What follows belongs to an exercise in optimizing a design on an open flow for small area, a short achievable clock period and few clock cycles per item; a production flow would make more cautious choices.
Only simulation tests tie the RTL to the original design; equivalence was not proved.

### config.mk
export PLATFORM = sky130hd
export DESIGN_NAME = scrypt_pbkdf2
export DESIGN_NICKNAME = scrypt_pbkdf2
export VERILOG_FILES = /design/flow/design.v
export SDC_FILE = /design/flow/constraint.sdc
export NUM_CORES = 4
export LEC_CHECK = 0
export CAP_MARGIN = 20
export CORE_AREA = 5 5 995 995
export DIE_AREA = 0 0 1000 1000
export PLACE_DENSITY = 0.5
export SLEW_MARGIN = 20
### constraint.sdc
create_clock -name core_clock -period 24.0 [get_ports {clk}]
set_input_delay 4.8000 -clock core_clock [delete_from_list [all_inputs] [get_ports {clk}]]
set_output_delay 4.8000 -clock core_clock [all_outputs]
set_load 0.01 [all_outputs]
### design.v
module sha256_k (
    input  wire [4:0]  m_i,
    output reg  [31:0] k0_o,
    output reg  [31:0] k1_o
);
    always @(*) begin
        case (m_i)
            5'd0:  begin k0_o = 32'h428a2f98; k1_o = 32'h71374491; end
            5'd1:  begin k0_o = 32'hb5c0fbcf; k1_o = 32'he9b5dba5; end
            5'd2:  begin k0_o = 32'h3956c25b; k1_o = 32'h59f111f1; end
            5'd3:  begin k0_o = 32'h923f82a4; k1_o = 32'hab1c5ed5; end
            5'd4:  begin k0_o = 32'hd807aa98; k1_o = 32'h12835b01; end
            5'd5:  begin k0_o = 32'h243185be; k1_o = 32'h550c7dc3; end
            5'd6:  begin k0_o = 32'h72be5d74; k1_o = 32'h80deb1fe; end
            5'd7:  begin k0_o = 32'h9bdc06a7; k1_o = 32'hc19bf174; end
            5'd8:  begin k0_o = 32'he49b69c1; k1_o = 32'hefbe4786; end
            5'd9:  begin k0_o = 32'h0fc19dc6; k1_o = 32'h240ca1cc; end
            5'd10: begin k0_o = 32'h2de92c6f; k1_o = 32'h4a7484aa; end
            5'd11: begin k0_o = 32'h5cb0a9dc; k1_o = 32'h76f988da; end
            5'd12: begin k0_o = 32'h983e5152; k1_o = 32'ha831c66d; end
            5'd13: begin k0_o = 32'hb00327c8; k1_o = 32'hbf597fc7; end
            5'd14: begin k0_o = 32'hc6e00bf3; k1_o = 32'hd5a79147; end
            5'd15: begin k0_o = 32'h06ca6351; k1_o = 32'h14292967; end
            5'd16: begin k0_o = 32'h27b70a85; k1_o = 32'h2e1b2138; end
            5'd17: begin k0_o = 32'h4d2c6dfc; k1_o = 32'h53380d13; end
            5'd18: begin k0_o = 32'h650a7354; k1_o = 32'h766a0abb; end
            5'd19: begin k0_o = 32'h81c2c92e; k1_o = 32'h92722c85; end
            5'd20: begin k0_o = 32'ha2bfe8a1; k1_o = 32'ha81a664b; end
            5'd21: begin k0_o = 32'hc24b8b70; k1_o = 32'hc76c51a3; end
            5'd22: begin k0_o = 32'hd192e819; k1_o = 32'hd6990624; end
            5'd23: begin k0_o = 32'hf40e3585; k1_o = 32'h106aa070; end
            5'd24: begin k0_o = 32'h19a4c116; k1_o = 32'h1e376c08; end
            5'd25: begin k0_o = 32'h2748774c; k1_o = 32'h34b0bcb5; end
            5'd26: begin k0_o = 32'h391c0cb3; k1_o = 32'h4ed8aa4a; end
            5'd27: begin k0_o = 32'h5b9cca4f; k1_o = 32'h682e6ff3; end
            5'd28: begin k0_o = 32'h748f82ee; k1_o = 32'h78a5636f; end
            5'd29: begin k0_o = 32'h84c87814; k1_o = 32'h8cc70208; end
            5'd30: begin k0_o = 32'h90befffa; k1_o = 32'ha4506ceb; end
            default: begin k0_o = 32'hbef9a3f7; k1_o = 32'hc67178f2; end
        endcase
    end
endmodule
module sha256_round (
    input  wire [31:0] a_i, b_i, c_i, d_i, e_i, f_i, g_i,
    input  wire [31:0] p0_i,
    input  wire [31:0] p1_i,
    output wire [255:0] s_o           
);
    function [31:0] bsig0(input [31:0] x);
        bsig0 = {x[1:0], x[31:2]} ^ {x[12:0], x[31:13]} ^ {x[21:0], x[31:22]};
    endfunction
    function [31:0] bsig1(input [31:0] x);
        bsig1 = {x[5:0], x[31:6]} ^ {x[10:0], x[31:11]} ^ {x[24:0], x[31:25]};
    endfunction
    function [31:0] ch(input [31:0] x, input [31:0] y, input [31:0] z);
        ch = (x & y) ^ (~x & z);
    endfunction
    function [31:0] maj(input [31:0] x, input [31:0] y, input [31:0] z);
        maj = (x & y) | (x & z) | (y & z);
    endfunction
    function [63:0] csa(input [31:0] x, input [31:0] y, input [31:0] z);
        csa = {((x & y) | (x & z) | (y & z)) << 1, x ^ y ^ z};
    endfunction
    wire [63:0] ta  = csa(p0_i, bsig1(e_i), ch(e_i, f_i, g_i));           
    wire [63:0] ea  = csa(d_i, ta[31:0], ta[63:32]);                     
    wire [31:0] e1  = ea[31:0] + ea[63:32];
    wire [63:0] aa0 = csa(bsig0(a_i), maj(a_i, b_i, c_i), ta[31:0]);
    wire [63:0] aa1 = csa(aa0[31:0], aa0[63:32], ta[63:32]);            
    wire [31:0] a1  = aa1[31:0] + aa1[63:32];
    wire [63:0] tb  = csa(p1_i, bsig1(e1), ch(e1, e_i, f_i));
    wire [63:0] eb  = csa(c_i, tb[31:0], tb[63:32]);
    wire [31:0] e2  = eb[31:0] + eb[63:32];
    wire [63:0] ab0 = csa(bsig0(a1), maj(a1, a_i, b_i), tb[31:0]);
    wire [63:0] ab1 = csa(ab0[31:0], ab0[63:32], tb[63:32]);
    wire [31:0] a2  = ab1[31:0] + ab1[63:32];
    assign s_o = {a2, a1, a_i, b_i, e2, e1, e_i, f_i};
endmodule
module scrypt_pbkdf2 (
    input  wire          clk,
    input  wire          rst,         
    input  wire          in_valid,
    output wire          in_ready,
    input  wire          in_mode,     
    input  wire [639:0]  in_hdr,
    input  wire [1023:0] in_b,
    output wire          out_valid,
    input  wire          out_ready,
    output wire [1023:0] out_data
);
    localparam [1:0] S_IDLE = 2'd0, S_RUN = 2'd1, S_DONE = 2'd2;
    localparam [255:0] H0 = {32'h6a09e667, 32'hbb67ae85, 32'h3c6ef372, 32'ha54ff53a,
                             32'h510e527f, 32'h9b05688c, 32'h1f83d9ab, 32'h5be0cd19};
    localparam [1:0] C_H0 = 2'd0, C_X = 2'd1, C_O0 = 2'd2;
    localparam [2:0] D_X = 3'd0, D_O0 = 3'd1, D_O1 = 3'd2, D_O2 = 3'd3, D_O3 = 3'd4;
    localparam [3:0] M_P0 = 4'd0, M_P1K = 4'd1, M_P1C = 4'd2, M_KIP = 4'd3, M_KOP = 4'd4,
                     M_INR = 4'd5, M_S0 = 4'd6, M_S1 = 4'd7, M_S2 = 4'd8;
    reg  [1:0]    state;
    reg  [5:0]    u;
    reg  [3:0]    step;
    reg           mode_q;
    reg  [31:0]   a, b, c, d, e, f, g, h;
    reg  [31:0]   p0, p1;         
    reg  [511:0]  win;            
    reg  [255:0]  o0, o1, o2, o3, x;
    function [31:0] bswap(input [31:0] v);
        bswap = {v[7:0], v[15:8], v[23:16], v[31:24]};
    endfunction
    function [255:0] slot2h(input [255:0] s);
        integer i;
        for (i = 0; i < 8; i = i + 1) slot2h[255-32*i -: 32] = bswap(s[32*i +: 32]);
    endfunction
    function [255:0] h2slot(input [255:0] v);
        integer i;
        for (i = 0; i < 8; i = i + 1) h2slot[32*i +: 32] = bswap(v[255-32*i -: 32]);
    endfunction
    function [31:0] add_bk(input [31:0] p, input [31:0] q);
        reg [31:0] gg, pp, G, P;
        integer i, l, dd;
        begin
            gg = p & q;
            pp = p ^ q;
            G  = gg;
            P  = pp;
            for (l = 0; l < 5; l = l + 1) begin
                dd = 1 << l;
                for (i = 0; i < 32; i = i + 1)
                    if ((i % (2*dd)) == (2*dd - 1)) begin
                        G[i] = G[i] | (P[i] & G[i-dd]);
                        P[i] = P[i] & P[i-dd];
                    end
            end
            for (l = 3; l >= 0; l = l - 1) begin
                dd = 1 << l;
                for (i = 0; i < 32; i = i + 1)
                    if ((i % (2*dd)) == (dd - 1) && i >= 2*dd) begin
                        G[i] = G[i] | (P[i] & G[i-dd]);
                        P[i] = P[i] & P[i-dd];
                    end
            end
            add_bk = pp ^ {G[30:0], 1'b0};
        end
    endfunction
    function [63:0] csa(input [31:0] xx, input [31:0] yy, input [31:0] zz);
        csa = {((xx & yy) | (xx & zz) | (yy & zz)) << 1, xx ^ yy ^ zz};
    endfunction
    function [31:0] add3(input [31:0] xx, input [31:0] yy, input [31:0] zz);
        reg [63:0] t;
        begin
            t = csa(xx, yy, zz);
            add3 = add_bk(t[31:0], t[63:32]);
        end
    endfunction
    function [31:0] add4(input [31:0] xx, input [31:0] yy, input [31:0] zz, input [31:0] vv);
        reg [63:0] t, t2;
        begin
            t  = csa(xx, yy, zz);
            t2 = csa(t[31:0], t[63:32], vv);
            add4 = add_bk(t2[31:0], t2[63:32]);
        end
    endfunction
    reg  [1:0] n_state;
    reg  [3:0] n_step;
    reg  [5:0] n_u;
    reg        n_mode;
    reg        last;          
    always @(*) begin
        n_state = state;
        n_step  = step;
        n_u     = u;
        n_mode  = mode_q;
        if (rst) begin
            n_state = S_IDLE;
            n_step  = 4'd0;
            n_u     = 6'd0;
        end else begin
            case (state)
                S_IDLE: begin
                    if (in_valid) begin
                        n_state = S_RUN;
                        n_mode  = in_mode;
                    end
                end
                S_RUN: begin
                    if (u == 6'd33) begin
                        n_u = 6'd0;
                        if (last) begin
                            n_state = S_DONE;
                            n_step  = 4'd0;
                        end else begin
                            n_step  = step + 4'd1;
                        end
                    end else begin
                        n_u = u + 6'd1;
                    end
                end
                default: begin
                    if (out_ready) begin
                        if (in_valid) begin
                            n_state = S_RUN;
                            n_mode  = in_mode;
                        end else begin
                            n_state = S_IDLE;
                        end
                    end
                end
            endcase
        end
    end
    function [5:0] step_dec(input [3:0] st, input md);
        reg [1:0] cs;
        reg [2:0] ds;
        reg       ls_;
        begin
            cs  = C_H0;
            ds  = D_X;
            ls_ = 1'b0;
            case (st)
                4'd0: begin cs = C_H0; ds = D_X;  end
                4'd1: begin cs = C_X;  ds = D_X;  end
                4'd2: begin cs = C_H0; ds = D_O0; end
                4'd3: begin cs = C_H0; ds = D_X;  end
                4'd4: begin cs = C_X;  ds = D_X;  end
                default: begin
                    if (!md) begin
                        case (st)
                            4'd5, 4'd7, 4'd9: begin cs = C_X;  ds = D_O3; end
                            4'd6:             begin cs = C_O0; ds = D_O1; end
                            4'd8:             begin cs = C_O0; ds = D_O2; end
                            4'd10:            begin cs = C_O0; ds = D_O3; end
                            4'd11:            begin cs = C_X;  ds = D_X;  end
                            default:          begin cs = C_O0; ds = D_O0; ls_ = 1'b1; end
                        endcase
                    end else begin
                        case (st)
                            4'd5, 4'd6: begin cs = C_X;  ds = D_X;  end
                            default:    begin cs = C_O0; ds = D_O0; ls_ = 1'b1; end
                        endcase
                    end
                end
            endcase
            step_dec = {ls_, ds, cs};
        end
    endfunction
    function [7:0] msg_dec(input [3:0] st, input md);
        reg [3:0] k;
        reg [2:0] c;
        reg       ix;
        begin
            k  = M_P0;
            c  = 3'd0;
            ix = 1'b1;
            case (st)
                4'd0: k = M_P0;
                4'd1: k = M_P1K;
                4'd2: k = M_KOP;
                4'd3: k = M_KIP;
                4'd4: k = md ? M_S0 : M_P0;
                default: begin
                    if (!md) begin
                        case (st)
                            4'd5:  begin k = M_P1C; c = 3'd2; end
                            4'd7:  begin k = M_P1C; c = 3'd3; end
                            4'd9:  begin k = M_P1C; c = 3'd4; end
                            4'd11: begin k = M_P1C; c = 3'd1; end
                            4'd12: k = M_INR;
                            default: begin k = M_INR; ix = 1'b0; end
                        endcase
                    end else begin
                        case (st)
                            4'd5:    k = M_S1;
                            4'd6:    k = M_S2;
                            default: k = M_INR;
                        endcase
                    end
                end
            endcase
            msg_dec = {ix, c, k};
        end
    endfunction
    wire [5:0] sd_c = step_dec(step, mode_q);
    always @(*) last = sd_c[5];
    wire       n_run   = (n_state == S_RUN);
    wire       n_cyc_i = n_run && (n_u == 6'd0);
    wire       n_cyc_f = n_run && (n_u == 6'd33);
    wire       n_lo    = n_run && (n_u == 6'd32);
    wire       n_zcyc  = n_run && n_mode && (n_step == 4'd0) && (n_u == 6'd1 || n_u == 6'd2);
    wire [5:0] n_sd    = step_dec(n_step, n_mode);
    wire       n_wr    = n_cyc_f || n_lo;
    wire [7:0] n_md    = msg_dec(n_cyc_f ? n_step + 4'd1 : n_step, n_mode);
    wire [3:0] n_mp    = (!n_run || n_cyc_f) ? 4'd0 : (n_u < 6'd7) ? n_u[3:0] + 4'd1 : 4'd8;
    reg        run, cyc_i, cyc_f, fin_lo, zcyc, wlo, rdy;
    reg        hs_x, hs_o0;
    reg        we_x, we_o0, we_o1, we_o2, we_o3;
    reg  [3:0] mk;
    reg  [2:0] ctr;
    reg        inr_x;
    reg  [2:0] mq;
    reg        use_m;
    reg        ms_res;
    always @(posedge clk) begin
        run    <= n_run;
        cyc_i  <= n_cyc_i;
        cyc_f  <= n_cyc_f;
        fin_lo <= n_lo;
        zcyc   <= n_zcyc;
        wlo    <= n_lo || n_zcyc && (n_u == 6'd1);
        rdy    <= n_cyc_f && n_sd[5];
        hs_x   <= (n_sd[1:0] == C_X);
        hs_o0  <= (n_sd[1:0] == C_O0);
        we_x   <= n_wr && (n_sd[4:2] == D_X);
        we_o0  <= n_wr && (n_sd[4:2] == D_O0);
        we_o1  <= n_wr && (n_sd[4:2] == D_O1) || n_zcyc;
        we_o2  <= n_wr && (n_sd[4:2] == D_O2) || n_zcyc;
        we_o3  <= n_wr && (n_sd[4:2] == D_O3) || n_zcyc;
        mk     <= n_md[3:0];
        ctr    <= n_md[6:4];
        inr_x  <= n_md[7];
        mq     <= n_mp[2:0];
        use_m  <= !n_mp[3];
        ms_res <= (n_mp == 4'd0) && (n_md[3:0] != M_KIP);
    end
    reg [255:0] hin;
    always @(*) begin
        if (hs_x)       hin = slot2h(x);
        else if (hs_o0) hin = slot2h(o0);
        else            hin = H0;
    end
    wire [127:0] hh = fin_lo ? {hin[191:128], hin[63:0]} : {hin[255:192], hin[127:64]};
    wire [31:0]  r0 = add_bk(hh[127:96], a);
    wire [31:0]  r1 = add_bk(hh[95:64],  b);
    wire [31:0]  r2 = add_bk(hh[63:32],  e);
    wire [31:0]  r3 = add_bk(hh[31:0],   f);
    wire [255:0] res = {r0, r1, 64'd0, r2, r3, 64'd0};
    wire [63:0]  rw01 = zcyc ? 64'd0 : {bswap(r1), bswap(r0)};
    wire [63:0]  rw45 = zcyc ? 64'd0 : {bswap(r3), bswap(r2)};
    function [255:0] wr_half(input [255:0] s, input lo, input [63:0] w01, input [63:0] w45);
        begin
            wr_half = s;
            if (lo) begin wr_half[127:64] = w01; wr_half[255:192] = w45; end
            else    begin wr_half[63:0]   = w01; wr_half[191:128] = w45; end
        end
    endfunction
    genvar gi;
    wire [31:0] hw_e [0:9];
    wire [31:0] hw_o [0:9];
    wire [31:0] bw_e [0:15];
    wire [31:0] bw_o [0:15];
    generate
        for (gi = 0; gi < 10; gi = gi + 1) begin : g_hw
            assign hw_e[gi] = bswap(in_hdr[64*gi +: 32]);
            assign hw_o[gi] = bswap(in_hdr[64*gi+32 +: 32]);
        end
        for (gi = 0; gi < 16; gi = gi + 1) begin : g_bw
            assign bw_e[gi] = bswap(in_b[64*gi +: 32]);
            assign bw_o[gi] = bswap(in_b[64*gi+32 +: 32]);
        end
    endgenerate
    wire [255:0] ms = ms_res ? res : slot2h(inr_x ? x : o3);
    wire [31:0]  ms_e = ms[255-64*mq[1:0] -: 32];
    wire [31:0]  ms_o = ms[223-64*mq[1:0] -: 32];
    reg [31:0] m_e, m_o;
    always @(*) begin
        m_e = 32'd0;
        m_o = 32'd0;
        case (mk)
            M_P0: begin m_e = hw_e[mq]; m_o = hw_o[mq]; end
            M_P1K, M_P1C: begin
                if (mq == 3'd0)      begin m_e = hw_e[8]; m_o = hw_o[8]; end
                else if (mq == 3'd1) begin m_e = hw_e[9]; m_o = hw_o[9]; end
                else if (mq == 3'd2) begin
                    if (mk == M_P1K) begin m_e = 32'h80000000; m_o = 32'd0; end
                    else             begin m_e = {29'd0, ctr};  m_o = 32'h80000000; end
                end else if (mq == 3'd7) m_o = (mk == M_P1K) ? 32'd640 : 32'd1184;
            end
            M_KIP: begin
                m_e = 32'h36363636; m_o = 32'h36363636;
                if (!mq[2]) begin m_e = ms_e ^ 32'h36363636; m_o = ms_o ^ 32'h36363636; end
            end
            M_KOP: begin
                m_e = 32'h5c5c5c5c; m_o = 32'h5c5c5c5c;
                if (!mq[2]) begin m_e = ms_e ^ 32'h5c5c5c5c; m_o = ms_o ^ 32'h5c5c5c5c; end
            end
            M_INR: begin
                if (!mq[2])          begin m_e = ms_e; m_o = ms_o; end
                else if (mq == 3'd4) m_e = 32'h80000000;
                else if (mq == 3'd7) m_o = 32'd768;
            end
            M_S0: begin m_e = bw_e[mq];     m_o = bw_o[mq]; end
            M_S1: begin m_e = bw_e[8 + mq]; m_o = bw_o[8 + mq]; end
            default: begin   
                if (mq == 3'd0)      begin m_e = 32'd1; m_o = 32'h80000000; end
                else if (mq == 3'd7) m_o = 32'd1568;
            end
        endcase
    end
    function [31:0] ssig0(input [31:0] v);
        ssig0 = {v[6:0], v[31:7]} ^ {v[17:0], v[31:18]} ^ {3'd0, v[31:3]};
    endfunction
    function [31:0] ssig1(input [31:0] v);
        ssig1 = {v[16:0], v[31:17]} ^ {v[18:0], v[31:19]} ^ {10'd0, v[31:10]};
    endfunction
    wire [31:0] w0  = win[0 +: 32];
    wire [31:0] w1  = win[32 +: 32];
    wire [31:0] w2  = win[64 +: 32];
    wire [31:0] w9  = win[288 +: 32];
    wire [31:0] w10 = win[320 +: 32];
    wire [31:0] w14 = win[448 +: 32];
    wire [31:0] w15 = win[480 +: 32];
    wire [31:0] sch_e = add4(ssig1(w14), w9,  ssig0(w1), w0);
    wire [31:0] sch_o = add4(ssig1(w15), w10, ssig0(w2), w1);
    wire [31:0]  k_e, k_o;
    sha256_k u_k (.m_i(u[4:0]), .k0_o(k_e), .k1_o(k_o));
    wire [255:0] st2;
    sha256_round u_round (.a_i(a), .b_i(b), .c_i(c), .d_i(d), .e_i(e), .f_i(f), .g_i(g),
                          .p0_i(p0), .p1_i(p1), .s_o(st2));
    wire [31:0] ph0 = cyc_i ? hin[31:0]  : f;    
    wire [31:0] ph1 = cyc_i ? hin[63:32] : e;    
    assign in_ready  = rdy;
    assign out_valid = (state == S_DONE);
    assign out_data  = {o3, o2, o1, o0};
    always @(posedge clk) begin
        state  <= n_state;
        step   <= n_step;
        u      <= n_u;
        mode_q <= n_mode;
    end
    always @(posedge clk) begin
        win <= {use_m ? m_o : sch_o, use_m ? m_e : sch_e, win[511:64]};
        p0  <= add3(ph0, k_e, w14);
        p1  <= add3(ph1, k_o, w15);
        if (cyc_i) {a, b, c, d, e, f, g, h} <= hin;
        else       {a, b, c, d, e, f, g, h} <= st2;
        if (we_x)  x  <= wr_half(x,  wlo, rw01, rw45);
        if (we_o0) o0 <= wr_half(o0, wlo, rw01, rw45);
        if (we_o1) o1 <= wr_half(o1, wlo, rw01, rw45);
        if (we_o2) o2 <= wr_half(o2, wlo, rw01, rw45);
        if (we_o3) o3 <= wr_half(o3, wlo, rw01, rw45);
    end
endmodule
### run.sh
#!/bin/bash
# synth_recipe.tcl (not shown) runs the flow's synth.tcl, then flattens the netlist and writes it again
# the make line also repeats each setting of config.mk as NAME=value (left out here)
make -C /OpenROAD-flow-scripts/flow DESIGN_CONFIG=/design/flow/config.mk WORK_HOME=/design/flow/orfs CLKGATE_MAP_FILE= SYNTH_SCRIPT=/design/flow/synth_recipe.tcl finish
==> flow_summary.json, run 1 <==
{
  "status": "complete, but fails checks",
  "check.faults": "antenna violations, max-capacitance violations, max-slew violations",
  "rsz0062_at_grt": "no",
  "worstReg2RegStart": "e[12]$_DFF_P_",
  "whs_path_depth": 0,
  "die_w_um": 1000,
  "slew_viol_final": 2,
  "ys_types": 88,
  "end_kind": "register",
  "insertion_delay_ns": 1.02,
  "grt_antenna_before_repair": 559,
  "hold_buffers": 0,
  "nets": 15890,
  "drc_errors": 0,
  "whs_ns": 0.2741,
  "start_kind": "register",
  "hp-start": "win[126]$_DFF_P_",
  "routed_via_density": 4.182,
  "die-area_mm2": 1.000,
  "ys_warn_count": 3,
  "cp.arrival_ns": 12.66,
  "cp_common_cell": "fa_1",
  "synth_edf_count": 1280,
  "rows": 363,
  "cap_violations": 1,
  "drive_above_1_share": 0.1410,
  "synth_cells": 10350,
  "hpwl_um": 1185000,
  "overflow": 0,
  "ys.flop_type": "edfxtp_1",
  "reg2reg_to": "a[30]$_DFF_P_",
  "synth_area_mm2": 0.1185,
  "synth_top_family_by_area": "compound AO/OA/AOI/OAI gates",
  "cts_made_buffers": 244,
  "hp-class": "register to register",
  "critPathMaxFanout": 5,
  "detail-route-antenna-nets": 8,
  "clkSinkCount": 2182,
  "syn_avg_cell_area_um2": 11.45,
  "first_pass_iters": 9,
  "layout_commonest_cell": "clkdlybuf4s50_1",
  "yosys.area.top_type": "edfxtp_1",
  "core_area_mm2": 0.9774,
  "synth_compound_area_frac": 0.1546,
  "clk_pin_slew_worst_paths_ns": 0.07,
  "nFillCells": 107700,
  "slew_headroom": -0.01967,
  "finClkSkew_ns": 0.1041,
  "synthXorXnorAreaFrac": 0.05652,
  "grtUsageTotal": 0.2601,
  "ys_ff_latch": 2182,
  "final_cell_mix": "clkdlybuf4s50_1, edfxtp_1, dfxtp_1, inv_1, a21oi_1",
  "dp_slack_ns": 12.35,
  "rr_worst_depth": 35,
  "cts_tree": "yes",
  "initial_core_util": 0.1212,
  "ctsResizeCount": 0,
  "setup_viol_count_final": 0,
  "tns_ns": 0,
  "io_buffers": 2694,
  "yosys-top-cells-area": "edfxtp_1, dfxtp_1, fa_1",
  "num_io_pins": 2695,
  "grt_start_max_net_pins": 104,
  "worst_slack_ns": 12.17,
  "worstPathRequired_ns": 24.83,
  "synthToLayoutAreaGrowth_pct": 48.90,
  "finalHoldViolCount": 0,
  "path_class": "register to register",
  "yosys.area_share.simple": 0.05794,
  "crit_path_top_delay_cell": "fa_1",
  "synth_top_area_share": 0.3243,
  "rrSetupSlack_ns": 12.17,
  "grt_pass1_vias": 106900,
  "max_freq_mhz": 84.50,
  "whs_endpoint": "win[62]$_DFF_P_",
  "via_count": 113600,
  "drt_iter0_drc": 16610,
  "wl_per_cell_um": 50.22,
  "cts_setup_buffers": 0,
  "period_minus_slack_ns": 11.83,
  "ys_async_sr_fraction": 0,
  "globalplace.congestion": 1.067,
  "grt_pass1_wl_um": 1597000,
  "cts_root_buf": "clkbuf_16",
  "period_share": 0.4931,
  "cts_buffer_depth": 4,
  "cpPeakStageDelay_ns": 0.59,
  "synthMuxAreaShare": 0.07426,
  "yosysSeqAreaShare": 0.4767,
  "drt_wl_total_um": 1364000,
  "worst_pin_slew_ns": 1.514,
  "synthAdderAreaFrac": 0.1372,
  "htree_levels": 4,
  "die_h_um": 1000
}
## metrics by stage
step	area [um^2]	cells	util
after floorplan	118500	10350	-
after global placement	165800	25970	0.1696
after detailed placement	166000	25980	0.1698
after CTS	174600	26440	0.1786
after global routing	175600	26810	0.1796
final	176400	27160	0.1805
## critical path: cells and delay by family, from the launching register on
kind / cells / cell delay, ns
AOI/OAI and AO/OA: 19 / 5.29
adders and majority gates: 8 / 3.58
xor gates and xnor gates: 3 / 1.06
and+or+nand+nor: 2 / 0.66
buffers and inverters: 3 / 0.54
DFF: 1 / 0.49
## per-layer routing
layer | track usage | share of wire
met5 | 0 | 0.00070
met4 | 0.1863 | 0.087
met3 | 0.07285 | 0.090
met2 | 0.4287 | 0.47
met1 | 0.2887 | 0.35
## synthesized netlist by cell type (all sizes together), types with 65 or more instances
cell and n:
mux4 67, o21ai 478, nor3 65, ha 387, edfxtp 1280, a222oi 71, o22ai 171, mux2i 260
a31oi 175, a21o 183, xnor2 563, nor2b 118, buf 108, clkbuf 507, mux2 416, o221ai 75
nor2 557, nand2 520, nand3 97, fa 556, dfxtp 902, xor2 197, a22o 73, a22oi 452
a211oi 96, a21oi 684, inv 730
## flip-flops by register name (all words and copies together), names as in the netlist, 256 cells and up
register and cells:
x 256, o2 256, win 512, o0 256, o1 256, o3 256
## cell type report
cell class,count,area (um^2),share of cell area
Antenna cell,707,1769,0.01003
Clock buffer,306,6638,0.03762
Clock inverter,154,1912,0.01084
Inverter,735,2771,0.01571
Multi-Input combinational cell,6820,58960,0.3342
Sequential cell,2182,56530,0.3204
Tap cell,12960,16210,0.09188
Timing Repair Buffer,3294,31650,0.1794
## logic make-up (layout without fill, tap and decap cells)
| kind of cell | after synthesis | count (layout) |
|---|---|---|
| AOI/OAI and AO/OA | 2794 | 2794 |
| DFF | 2182 | 2182 |
| and+or+nand+nor | 1552 | 1552 |
| buffers and inverters | 1350 | 4489 |
| adders and majority gates | 971 | 971 |
| xor gates and xnor gates | 760 | 760 |
| muxes | 743 | 743 |
| other | 0 | 707 |
## worst max path at each step
stage	end	startpoint	slack, ns
2_1_floorplan	a[30]$_DFF_P_	e[27]$_DFF_P_	14.78
3_3_place_gp	a[30]$_DFF_P_	e[26]$_DFF_P_	12.33
3_5_place_dp	a[30]$_DFF_P_	e[26]$_DFF_P_	12.35
4_1_cts	a[30]$_DFF_P_	e[12]$_DFF_P_	12.27
5_1_grt	a[30]$_DFF_P_	e[12]$_DFF_P_	11.64
6_report	a[30]$_DFF_P_	e[12]$_DFF_P_	12.17
Testbench counts, summed over its fixed seeds: cycles 45,832, items 128.
==> inputs of run 2 (changes only) <==
==> flow/run.sh (new file) <==
#!/bin/bash
# The standard layout (the standard.sh: standard synthesis, floorplan,
# placement, CTS, routing) with two changes to how it is made:
#  - the resizer's timing repair aims at a setup slack margin, so that it
#    sizes and buffers the critical paths for a shorter achieved period;
#  - every input and output port still gets its buffer, but a plain buf_1
#    instead of the delay-buffer cell buffer_ports picks by default.
# The clock period and the constraints are the design's own (constraint.sdc
# is used unchanged). make's full output goes to run_make.log, each step's to
# orfs/logs/.
set -euo pipefail
bash standard.sh SETUP_SLACK_MARGIN=15 'BUFFER_PORTS_ARGS=-buffer_cell sky130_fd_sc_hd__buf_1' finish > run_make.log 2>&1
==> standard.sh (new file) <==
#!/bin/bash
# synth_recipe.tcl (not shown) runs the flow's synth.tcl, then flattens the netlist and writes it again
# the make line also repeats each setting of config.mk as NAME=value (left out here)
make -C /OpenROAD-flow-scripts/flow DESIGN_CONFIG=/design/flow/config.mk WORK_HOME=/design/flow/orfs CLKGATE_MAP_FILE= SYNTH_SCRIPT=/design/flow/synth_recipe.tcl "${@:-finish}"
removed: run.sh
==> run 2 against run 1 <==
- now clean on timing, DRC and antenna
- global-route usage up 0.23 points
- die area stayed put
- register-to-register slack gained 2.2 ns
- count of clock-buffer cells in the layout down 21
- synthesized cell count is the same
- via count is 1.9% higher
- final cell count rose by 1.0%
- core utilization is 1.4 points lower
- hold slack lost 0.070 ns
- setup slack improved by 2.2 ns
- highest routed layer unchanged
==> flow_summary.json, run 2 <==
{
  "status": "timing/DRC/antenna clean",
  "worstPathRequired_ns": 24.87,
  "die_h_um": 1000,
  "io_buffers": 2694,
  "grtUsageTotal": 0.2625,
  "yosys.area_share.simple": 0.05794,
  "overflow": 0,
  "slew_viol_final": 0,
  "via_count": 115700,
  "synthAdderAreaFrac": 0.1372,
  "cts_made_buffers": 244,
  "ys.flop_type": "edfxtp_1",
  "worst_slack_ns": 14.35,
  "yosysSeqAreaShare": 0.4767,
  "whs_path_depth": 0,
  "max_freq_mhz": 103.6,
  "cts_root_buf": "clkbuf_16",
  "yosys-top-cells-area": "edfxtp_1, dfxtp_1, fa_1",
  "globalplace.congestion": 1.053,
  "synth_area_mm2": 0.1185,
  "ys_async_sr_fraction": 0,
  "fin_area_mm2": 0.1632,
  "yosys.area.top_type": "edfxtp_1",
  "rsz0062_at_grt": "yes",
  "cp.arrival_ns": 10.52,
  "ys_ff_latch": 2182,
  "cpPeakStageDelay_ns": 0.55,
  "drc_errors": 0,
  "finalHoldViolCount": 0,
  "synthMuxAreaShare": 0.07426,
  "dp_slack_ns": 12.32,
  "hpwl_um": 1198000,
  "cap_violations": 0,
  "rrSetupSlack_ns": 14.35,
  "syn_avg_cell_area_um2": 11.45,
  "num_io_pins": 2695,
  "cp_common_cell": "fa_1",
  "grt_start_max_net_pins": 95,
  "largest_register_ffs": 512,
  "synth_most_common_cell": "edfxtp_1",
  "finClkSkew_ns": 0.1870,
  "synth_top_family_by_area": "compound AO/OA/AOI/OAI gates",
  "detail-route-antenna-nets": 0,
  "start_kind": "register",
  "die_w_um": 1000,
  "drt_wl_total_um": 1380000,
  "clkSinkCount": 2182,
  "synth_edf_count": 1280,
  "rows": 363,
  "cts_tree": "yes",
  "insertion_delay_ns": 1.04,
  "critPathMaxFanout": 7,
  "synth_compound_area_frac": 0.1546,
  "final_cell_mix": "buf_1, edfxtp_1, dfxtp_1, inv_1, buf_4",
  "top_register": "win",
  "hp-class": "register to register",
  "grt_pass1_wl_um": 1605000,
  "dpl_cell_area_mm2": 0.1495,
  "synthTopCellsByCount": "edfxtp_1, dfxtp_1, inv_1",
  "crit_path_top_delay_cell": "fa_1",
  "synthToLayoutAreaGrowth_pct": 37.70,
  "layout_commonest_cell": "buf_1",
  "die-area_mm2": 1.000,
  "initial_core_util": 0.1212,
  "cts_buffer_depth": 4,
  "wl_per_cell_um": 50.31,
  "worst_pin_slew_ns": 1.364,
  "grt_antenna_before_repair": 655,
  "path_class": "register to register",
  "rr_worst_depth": 33,
  "end_kind": "register",
  "period_minus_slack_ns": 9.651,
  "nFillCells": 109600,
  "core_area_mm2": 0.9774,
  "hold_buffers": 0,
  "tns_ns": 0,
  "nets": 16010,
  "first_pass_iters": 8,
  "setup_viol_count_final": 0,
  "slew_headroom": 0.09057,
  "routed_via_density": 4.218,
  "ys_warn_count": 3,
  "clk_pin_slew_worst_paths_ns": 0.09,
  "synthXorXnorAreaFrac": 0.05652,
  "drt_iter0_drc": 15760,
  "period_share": 0.4021,
  "drive_above_1_share": 0.1729,
  "synth_cells": 10350,
  "ys_types": 88,
  "synth_top_area_share": 0.3243,
  "htree_levels": 4,
  "grt_pass1_vias": 106700
}
[run 2: cell counts after synthesis]
No cell type changed its count.
[run 2: repair_timing]
action | 4_1_cts | 5_1_grt
endpoints found under the setup margin | 113 | 37
resized for setup | 309 | 146
buffers inserted | 67 | 35
pin swaps | 97 | 126
[run 2: cells by family after synthesis]
logic type | count (synthesis)
AOI/OAI and AO/OA | 2794
DFF | 2182
and+or+nand+nor | 1552
buffers and inverters | 1350
adders and majority gates | 971
xor gates and xnor gates | 760
muxes | 743
[run 2: cell type report]
cell class | instances | area [um^2] | area share
Multi-Input combinational cell | 6820 | 61030 | 0.3740
Sequential cell | 2182 | 56620 | 0.3470
Tap cell | 12960 | 16210 | 0.09935
Timing Repair Buffer | 3418 | 16010 | 0.09810
Clock buffer | 285 | 6475 | 0.03968
Inverter | 735 | 2789 | 0.01709
Antenna cell | 861 | 2155 | 0.01320
Clock inverter | 174 | 1891 | 0.01159
[run 2: stage by stage]
step | hold slack, ns | cells | util
finish | 0.2044 | 27430 | 0.1670
global route | 0.2332 | 27030 | 0.1659
CTS | 0.2154 | 26530 | 0.1636
detailed placement | 0.3121 | 26010 | 0.1529
global placement | 0.3096 | 25990 | 0.1527
floorplan | 0.3096 | 10350 | -
[run 2: per-layer routing]
layer,part of all wire,global-route usage,vias to the layer above
li1,-,-,44710
met2,0.47,0.4309,8753
met5,0.00058,0,-
met3,0.084,0.07288,2275
met1,0.36,0.2897,59870
met4,0.087,0.1967,108
[run 2: final timing paths]
check,start,end
hold reg to reg,win[206]$_DFF_P_,win[142]$_DFF_P_
setup / recovery,e[3]$_DFF_P_,a[30]$_DFF_P_
setup reg to reg,e[3]$_DFF_P_,a[30]$_DFF_P_
hold / removal,win[206]$_DFF_P_,win[142]$_DFF_P_
[run 2: critical path: cells and delay by family, from the launching register on]
family	cells	cell delay, ns
multiplexers	1	0.31
buffers and inverters	4	0.41
AND/OR/NAND/NOR	2	0.60
XOR/XNOR	3	0.78
AO/OA/AOI/OAI	16	3.55
adder cells (fa/ha/maj)	7	3.29
flip-flops	1	0.53
==> inputs of run 3 (changes only) <==
--- a/design.v
+++ b/design.v
@@ -63,18 +63,29 @@
     endfunction
     wire [63:0] ta  = csa(p0_i, bsig1(e_i), ch(e_i, f_i, g_i));           
     wire [63:0] ea  = csa(d_i, ta[31:0], ta[63:32]);                     
-    wire [31:0] e1  = ea[31:0] + ea[63:32];
+    wire [31:0] e1;
+    add32 u_e1 (.x_i(ea[31:0]), .y_i(ea[63:32]), .s_o(e1));
     wire [63:0] aa0 = csa(bsig0(a_i), maj(a_i, b_i, c_i), ta[31:0]);
     wire [63:0] aa1 = csa(aa0[31:0], aa0[63:32], ta[63:32]);            
-    wire [31:0] a1  = aa1[31:0] + aa1[63:32];
+    wire [31:0] a1;
+    add32 u_a1 (.x_i(aa1[31:0]), .y_i(aa1[63:32]), .s_o(a1));
     wire [63:0] tb  = csa(p1_i, bsig1(e1), ch(e1, e_i, f_i));
     wire [63:0] eb  = csa(c_i, tb[31:0], tb[63:32]);
-    wire [31:0] e2  = eb[31:0] + eb[63:32];
+    wire [31:0] e2;
+    add32 u_e2 (.x_i(eb[31:0]), .y_i(eb[63:32]), .s_o(e2));
     wire [63:0] ab0 = csa(bsig0(a1), maj(a1, a_i, b_i), tb[31:0]);
     wire [63:0] ab1 = csa(ab0[31:0], ab0[63:32], tb[63:32]);
-    wire [31:0] a2  = ab1[31:0] + ab1[63:32];
+    wire [31:0] a2;
+    add32 u_a2 (.x_i(ab1[31:0]), .y_i(ab1[63:32]), .s_o(a2));
     assign s_o = {a2, a1, a_i, b_i, e2, e1, e_i, f_i};
 endmodule
+module add32 (
+    input  wire [31:0] x_i,
+    input  wire [31:0] y_i,
+    output wire [31:0] s_o
+);
+    assign s_o = x_i + y_i;
+endmodule
 module scrypt_pbkdf2 (
     input  wire          clk,
     input  wire          rst,         
==> flow/run.sh (replaced) <==
#!/bin/bash
# The standard layout (the standard.sh: standard synthesis, floorplan,
# placement, CTS, routing) with three changes to how it is made:
#  - the resizer's timing repair aims at a setup slack margin, so that it
#    sizes and buffers the critical paths for a shorter achieved period;
#  - every input and output port still gets its buffer, but a plain buf_1
#    instead of the delay-buffer cell buffer_ports picks by default;
#  - after global placement, move_bufs.tcl pulls input port buffers that
#    landed far from their pins back towards them (antenna safety of the
#    undriven pin nets).
# The clock period and the constraints are the design's own (constraint.sdc
# is used unchanged). make's full output goes to run_make.log, each step's to
# orfs/logs/.
set -euo pipefail
bash standard.sh SETUP_SLACK_MARGIN=15 \
  'BUFFER_PORTS_ARGS=-buffer_cell sky130_fd_sc_hd__buf_1' \
  "POST_GLOBAL_PLACE_TCL=$(pwd)/flow/move_bufs.tcl" \
  finish > run_make.log 2>&1
==> flow/move_bufs.tcl (new file) <==
# Sourced after global placement (ORFS hook POST_GLOBAL_PLACE_TCL).
# An input port's net runs from the pin to the port's buffer, with no driver
# cell on it, so a long such net is an antenna risk. Pull each input port
# buffer that global placement left far from its pin to at most MAXD from the
# pin, along the line towards where it was; detailed placement legalizes.
set maxd [expr {350 * 1000}]
set block [ord::get_db_block]
set core [$block getCoreArea]
set cx0 [expr {[$core xMin] + 2000}]
set cy0 [expr {[$core yMin] + 2000}]
set cx1 [expr {[$core xMax] - 6000}]
set cy1 [expr {[$core yMax] - 6000}]
set moved 0
foreach bterm [$block getBTerms] {
  if {[$bterm getIoType] != "INPUT"} { continue }
  set net [$bterm getNet]
  if {$net == "NULL"} { continue }
  set iterms [$net getITerms]
  if {[llength $iterms] != 1} { continue }
  set inst [[lindex $iterms 0] getInst]
  if {[$inst isFixed]} { continue }
  set bb [$bterm getBBox]
  set px [expr {([$bb xMin] + [$bb xMax]) / 2}]
  set py [expr {([$bb yMin] + [$bb yMax]) / 2}]
  set loc [$inst getLocation]
  set ix [lindex $loc 0]
  set iy [lindex $loc 1]
  set d [expr {abs($ix - $px) + abs($iy - $py)}]
  if {$d <= $maxd} { continue }
  set f [expr {double($maxd) / $d}]
  set nx [expr {int($px + ($ix - $px) * $f)}]
  set ny [expr {int($py + ($iy - $py) * $f)}]
  set nx [expr {max($cx0, min($nx, $cx1))}]
  set ny [expr {max($cy0, min($ny, $cy1))}]
  $inst setLocation $nx $ny
  incr moved
}
puts "move_bufs: moved $moved input port buffers to within [expr {$maxd / 1000}] um of their pins"
--- a/config.mk
+++ b/config.mk
@@ -5,8 +5,10 @@
 export SDC_FILE = /design/flow/constraint.sdc
 export NUM_CORES = 4
 export LEC_CHECK = 0
-export CAP_MARGIN = 20
+export CAP_MARGIN = 35
 export CORE_AREA = 5 5 995 995
 export DIE_AREA = 0 0 1000 1000
 export PLACE_DENSITY = 0.5
-export SLEW_MARGIN = 20
+export SLEW_MARGIN = 35
+export SYNTH_HIERARCHICAL = 1
+export SYNTH_MINIMUM_KEEP_SIZE = 0
==> run 3 against run 2 <==
- still clean on timing, DRC and antenna
- via count up 0.16%
- maximum frequency up 7.0%
- wire length up 2.3%
- final area down 0.99%
- critical path type unchanged
- critical endpoint is now win[476]$_DFF_P_
==> flow_summary.json, run 3 <==
{
  "status": "timing/DRC/antenna clean",
  "reg2reg_to": "win[476]$_DFF_P_",
  "path_class": "register to register",
  "hp-class": "register to register",
  "wl_per_cell_um": 52.12,
  "rsz0062_at_grt": "yes",
  "hp-start": "win[189]$_DFF_P_",
  "grt_pass1_vias": 107200,
  "worst_pin_slew_ns": 1.145,
  "slew_viol_final": 0,
  "insertion_delay_ns": 1.04,
  "ys_warn_count": 9,
  "layout_commonest_cell": "buf_1",
  "grt_pass1_wl_um": 1643000,
  "grt_antenna_before_repair": 669,
  "drt_iter0_drc": 17590,
  "cp.arrival_ns": 9.81,
  "nFillCells": 109500,
  "crit_end": "win[476]$_DFF_P_",
  "setup_viol_count_final": 0,
  "rrSetupSlack_ns": 14.98,
  "cts_made_buffers": 235,
  "clk_pin_slew_worst_paths_ns": 0.07,
  "hpwl_um": 1241000,
  "synthToLayoutAreaGrowth_pct": 34.60,
  "core_area_mm2": 0.9774,
  "die-area_mm2": 1.000,
  "start_kind": "register",
  "cp-startpoint": "hs_o0$_DFF_P_",
  "critPathMaxFanout": 41,
  "fin_util": 0.1653,
  "synth_cells": 10570,
  "period_share": 0.3757,
  "top_register": "win",
  "die_h_um": 1000,
  "ff_latch_area_mm2": 0.05528,
  "max_freq_mhz": 110.9,
  "die_w_um": 1000,
  "finalHoldViolCount": 0,
  "cts_buffer_depth": 4,
  "num_io_pins": 2695,
  "worstReg2RegStart": "hs_o0$_DFF_P_",
  "final_cell_mix": "buf_1, edfxtp_1, inv_1, dfxtp_1, a21oi_1",
  "drive_above_1_share": 0.1614,
  "overflow": 0,
  "detail-route-antenna-nets": 0,
  "grt_start_max_net_pins": 104,
  "end_kind": "register",
  "period_minus_slack_ns": 9.018,
  "first_pass_iters": 7,
  "worstPathRequired_ns": 24.80,
  "finClkSkew_ns": 0.1246,
  "largest_register_ffs": 512,
  "initial_core_util": 0.1228,
  "slew_headroom": 0.2310,
  "drc_errors": 0,
  "routed_via_density": 4.280,
  "cts_tree": "yes",
  "rows": 363,
  "io_buffers": 2694,
  "synth_area_mm2": 0.1200,
  "via_count": 115900,
  "tns_ns": 0,
  "rr_worst_depth": 21,
  "htree_levels": 4,
  "cts_root_buf": "clkbuf_16",
  "cap_violations": 0,
  "drt_wl_total_um": 1411000,
  "multiInputGateArea_mm2": 0.06141,
  "grtUsageTotal": 0.2687,
  "syn_avg_cell_area_um2": 11.35,
  "nets": 16040,
  "clkSinkCount": 2118
}
## run 3: critical path, stage by stage, from the launching register on
cell      delay, ns
dfxtp_1        0.73
nand2_4        0.56
buf_4          0.54
o22ai_1        0.61
o21ai_0        0.22
ha_1           0.31
fa_1           0.44
a21o_1         0.25
a22o_1         0.32
o21ai_0        0.31
nor2_1         0.23
nor4_1         0.58
o311a_1        0.27
nor3_1         0.09
fa_1           0.63
nand2_1        0.09
a21oi_1        0.64
nor2_1         0.09
a311oi_1       0.39
a21oi_2        0.24
o41ai_2        1.03
o21ai_0        0.19
## run 3: final cells by class
type / instances / area share
Inverter: 859 / 0.02008
Timing Repair Buffer: 3357 / 0.09899
Sequential cell: 2118 / 0.3422
Multi-Input combinational cell: 6850 / 0.3801
Clock buffer: 286 / 0.03906
Antenna cell: 505 / 0.007822
Clock inverter: 148 / 0.01139
Tap cell: 12960 / 0.1003
## run 3: worst min path at each step
stage / cells after the start / to / slack, ns
final: 0 / win[125]$_DFF_P_ / 0.29
after global routing: 0 / win[125]$_DFF_P_ / 0.32
after CTS: 0 / win[125]$_DFF_P_ / 0.28
after detailed placement: 0 / win[102]$_DFF_P_ / 0.31
after global placement: 0 / win[207]$_DFF_P_ / 0.31
after floorplan: 0 / win[100]$_DFF_P_ / 0.31
## run 3: per-stage QoR
step                worst slack (ns)  cells  cell area [um^2]  hold slack [ns]
CTS                            15.00  26550            159700           0.2790
global placement               13.72  26050            149700           0.3098
global route                   14.95  26860            161000           0.3168
detailed placement             14.17  26110            151300           0.3121
floorplan                      16.01  10580            120100           0.3096
finish                         14.98  27080            161600           0.2906
## run 3: metal layers
layer	GRT usage	wire, um	vias up
li1	-	-	45020
met1	0.2920	493400	60560
met2	0.4620	697100	8270
met3	0.07565	122900	1903
met4	0.1673	96830	158
met5	0	1038	-
## run 3: repair_timing
| action | 4_1_cts | 5_1_grt |
|---|---|---|
| pin swaps | 4 | 9 |
| hold buffers | 0 | 0 |
| setup endpoints to repair | 39 | 22 |
| resized for setup | 36 | 70 |
| buffers inserted | 9 | 19 |
Testbench counts of run 3, summed over its fixed seeds: cycles 45,832, items 128.
==> inputs of run 4 (changes only) <==
--- a/flow/run.sh
+++ b/flow/run.sh
@@ -12,7 +12,7 @@
 # is used unchanged). make's full output goes to run_make.log, each step's to
 # orfs/logs/.
 set -euo pipefail
-bash standard.sh SETUP_SLACK_MARGIN=15 \
+bash standard.sh SETUP_SLACK_MARGIN=16 \
   'BUFFER_PORTS_ARGS=-buffer_cell sky130_fd_sc_hd__buf_1' \
   "POST_GLOBAL_PLACE_TCL=$(pwd)/flow/move_bufs.tcl" \
   finish > run_make.log 2>&1
--- a/config.mk
+++ b/config.mk
@@ -8,7 +8,7 @@
 export CAP_MARGIN = 35
 export CORE_AREA = 5 5 995 995
 export DIE_AREA = 0 0 1000 1000
-export PLACE_DENSITY = 0.5
+export PLACE_DENSITY = 0.4
 export SLEW_MARGIN = 35
 export SYNTH_HIERARCHICAL = 1
 export SYNTH_MINIMUM_KEEP_SIZE = 0
==> run 4 against run 3 <==
- hold slack worse by 0.078 ns
- global-route usage decreased by 0.83 points
- critical endpoint is now a[30]$_DFF_P_
- maximum frequency up 9.8%
- count of clock-buffer cells in the layout grew 18
- highest routed layer unchanged
- core utilization rose by 0.34 points
- die area unchanged
- still clean
- first-iteration DRC count is 11% lower
- setup slack better by 0.81 ns
- clock skew up 0.027 ns
- sequential share of layout area down 0.64 points
==> flow_summary.json, run 4 <==
{
  "met1_usage": 0.2917,
  "period_minus_slack_ns": 8.209,
  "worst_pin_slew_ns": 1.210,
  "fin_cells": 27160,
  "cts_made_buffers": 237,
  "finClkSkew_ns": 0.1514,
  "final_cell_mix": "buf_1, edfxtp_1, buf_4, inv_1, dfxtp_1",
  "hold_buffers": 0,
  "fin_util": 0.1687,
  "grt_util_met2": 0.4585,
  "cts_buffer_depth": 4,
  "tns_ns": 0,
  "cts_tree": "yes",
  "wl_per_cell_um": 50.39,
  "worstPathRequired_ns": 24.88,
  "drt_iter0_drc": 15740,
  "path_class": "register to register",
  "cp_common_cell": "fa_1",
  "rsz0062_at_grt": "yes",
  "detail-route-antenna-nets": 0,
  "initial_core_util": 0.1228,
  "cpPeakStageDelay_ns": 0.55,
  "cts_root_buf": "clkbuf_16",
  "slew_headroom": 0.1933,
  "clkSinkCount": 2118,
  "first_pass_iters": 9,
  "num_io_pins": 2695,
  "cap_violations": 0,
  "critPathMaxFanout": 8,
  "rows": 363,
  "max_freq_mhz": 121.8,
  "end_kind": "register",
  "crit_path_top_delay_cell": "fa_1",
  "finalHoldViolCount": 0,
  "rrSetupSlack_ns": 15.79,
  "dp_slack_ns": 14.41,
  "top_usage_layer": "met2",
  "grt_use_met3": 0.06087,
  "dp.cells": 26160,
  "grt_start_max_net_pins": 132,
  "slew_viol_final": 0,
  "synth_cells": 10570,
  "syn_avg_cell_area_um2": 11.35,
  "core_area_mm2": 0.9774,
  "grt_antenna_before_repair": 628,
  "layout_commonest_cell": "buf_1",
  "drt_wl_total_um": 1368000,
  "ys_warn_count": 9,
  "synthToLayoutAreaGrowth_pct": 37.34,
  "overflow": 0,
  "drc_errors": 0,
  "status": "timing/DRC/antenna clean",
  "grt_pass1_wl_um": 1601000,
  "setup_viol_count_final": 0,
  "via_count": 115400,
  "insertion_delay_ns": 1.05,
  "io_buffers": 2694,
  "nFillCells": 109400,
  "worst_slack_ns": 15.79,
  "die-area_mm2": 1.000,
  "clk_pin_slew_worst_paths_ns": 0.07,
  "synth_area_mm2": 0.1200,
  "hpwl_um": 1195000,
  "grt_pass1_vias": 108100,
  "grtUsageTotal": 0.2604,
  "die_h_um": 1000,
  "largest_register_ffs": 512,
  "die_w_um": 1000,
  "period_share": 0.3421,
  "drive_above_1_share": 0.1930,
  "top_register": "win",
  "htree_levels": 4,
  "start_kind": "register",
  "hp-class": "register to register",
  "cp.arrival_ns": 9.09,
  "routed_via_density": 4.250,
  "nets": 16250
}
## run 4: layer usage
layer	routed length [um]	up-vias
met2	680900	7428
met4	86540	142
met3	104600	1727
li1	-	45240
met5	948	-
met1	495400	60870
## run 4: critical path: cells and delay by family, from the launching register on
| family | cells | cell delay, ns |
|---|---|---|
| AO/OA/AOI/OAI | 8 | 1.63 |
| XOR/XNOR | 6 | 1.06 |
| adder cells (fa/ha/maj) | 7 | 3.24 |
| buffers and inverters | 8 | 0.97 |
| flip-flops | 1 | 0.37 |
| multiplexers | 1 | 0.06 |
| AND/OR/NAND/NOR | 4 | 0.74 |
## run 4: worst paths after layout
kind | from | endpoint | depth (start not counted)
setup / recovery | e[9]$_DFF_P_ | a[30]$_DFF_P_ | 34
hold / removal | win[139]$_DFF_P_ | win[75]$_DFF_P_ | 0
setup reg to reg | e[9]$_DFF_P_ | a[30]$_DFF_P_ | 34
hold reg to reg | win[139]$_DFF_P_ | win[75]$_DFF_P_ | 0
## run 4: repair_timing
item / 4_1_cts / 5_1_grt
resized for setup: 455 / 172
setup endpoints to repair: 66 / 43
gates cloned: 0 / 1
pin swaps: 148 / 73
buffers inserted: 117 / 60
## run 4: layout make-up
class | count | area [um^2] | share of cell area
Multi-Input combinational cell | 6850 | 63250 | 0.3837
Antenna cell | 367 | 918.4 | 0.005571
Tap cell | 12960 | 16210 | 0.09834
Inverter | 859 | 3266 | 0.01981
Sequential cell | 2118 | 55350 | 0.3358
Clock inverter | 139 | 1578 | 0.009571
Timing Repair Buffer | 3562 | 17840 | 0.1082
Clock buffer | 304 | 6432 | 0.03902
## run 4: stage by stage
stage               area [um^2]  hold slack (ns)
CTS                      162500           0.2278
global placement         149900           0.3096
global route             164500           0.2378
detailed placement       151500           0.3121
finish                   164800           0.2126
floorplan                120100           0.3096

## afterwards: timing with drivers on the ports
How much do the figures lean on ideal ports? The routed layouts below were timed once more, with nothing changed but the port constraints.
Step 1 (the two cells are an assumption about what drives the block):
set clk [get_ports {clk}]
set_driving_cell -lib_cell sky130_fd_sc_hd__clkbuf_16 $clk
set_driving_cell -lib_cell sky130_fd_sc_hd__buf_2 [delete_from_list [all_inputs] $clk]
Step 2 times the ports against the registers' clock, not the clock port: input delays grow and output delays shrink by t, the midpoint of the rising clock arrivals with the driver on.
Three values: ideal, step 1, step 2; two values: the first two.
| run | shift t [ns] | setup WS [ns] | hold slack, ns | clock arrival spread, ns | slew at the worst register clock pin (ns) |
|---|---|---|---|---|---|
| run 1 | 1.089 | 12.165 / 12.165 / 12.165 | 0.274 / 0.274 / 0.274 | 0.105 / 0.106 | 0.08 / 0.08 |
| run 2 | 1.077 | 14.349 / 14.349 / 14.139 | 0.204 / 0.204 / 0.204 | 0.191 / 0.191 | 0.09 / 0.09 |
| run 3 | 1.086 | 14.982 / 14.982 / 14.982 | 0.291 / 0.291 / 0.291 | 0.126 / 0.126 | 0.08 / 0.08 |
| run 4 | 1.079 | 15.791 / 15.791 / 15.651 | 0.213 / 0.213 / 0.213 | 0.167 / 0.168 | 0.09 / 0.09 |
For run 2, which loses most, drivers alone change the setup slack by 0.000 ns; drivers and shift together by -0.210 ns.
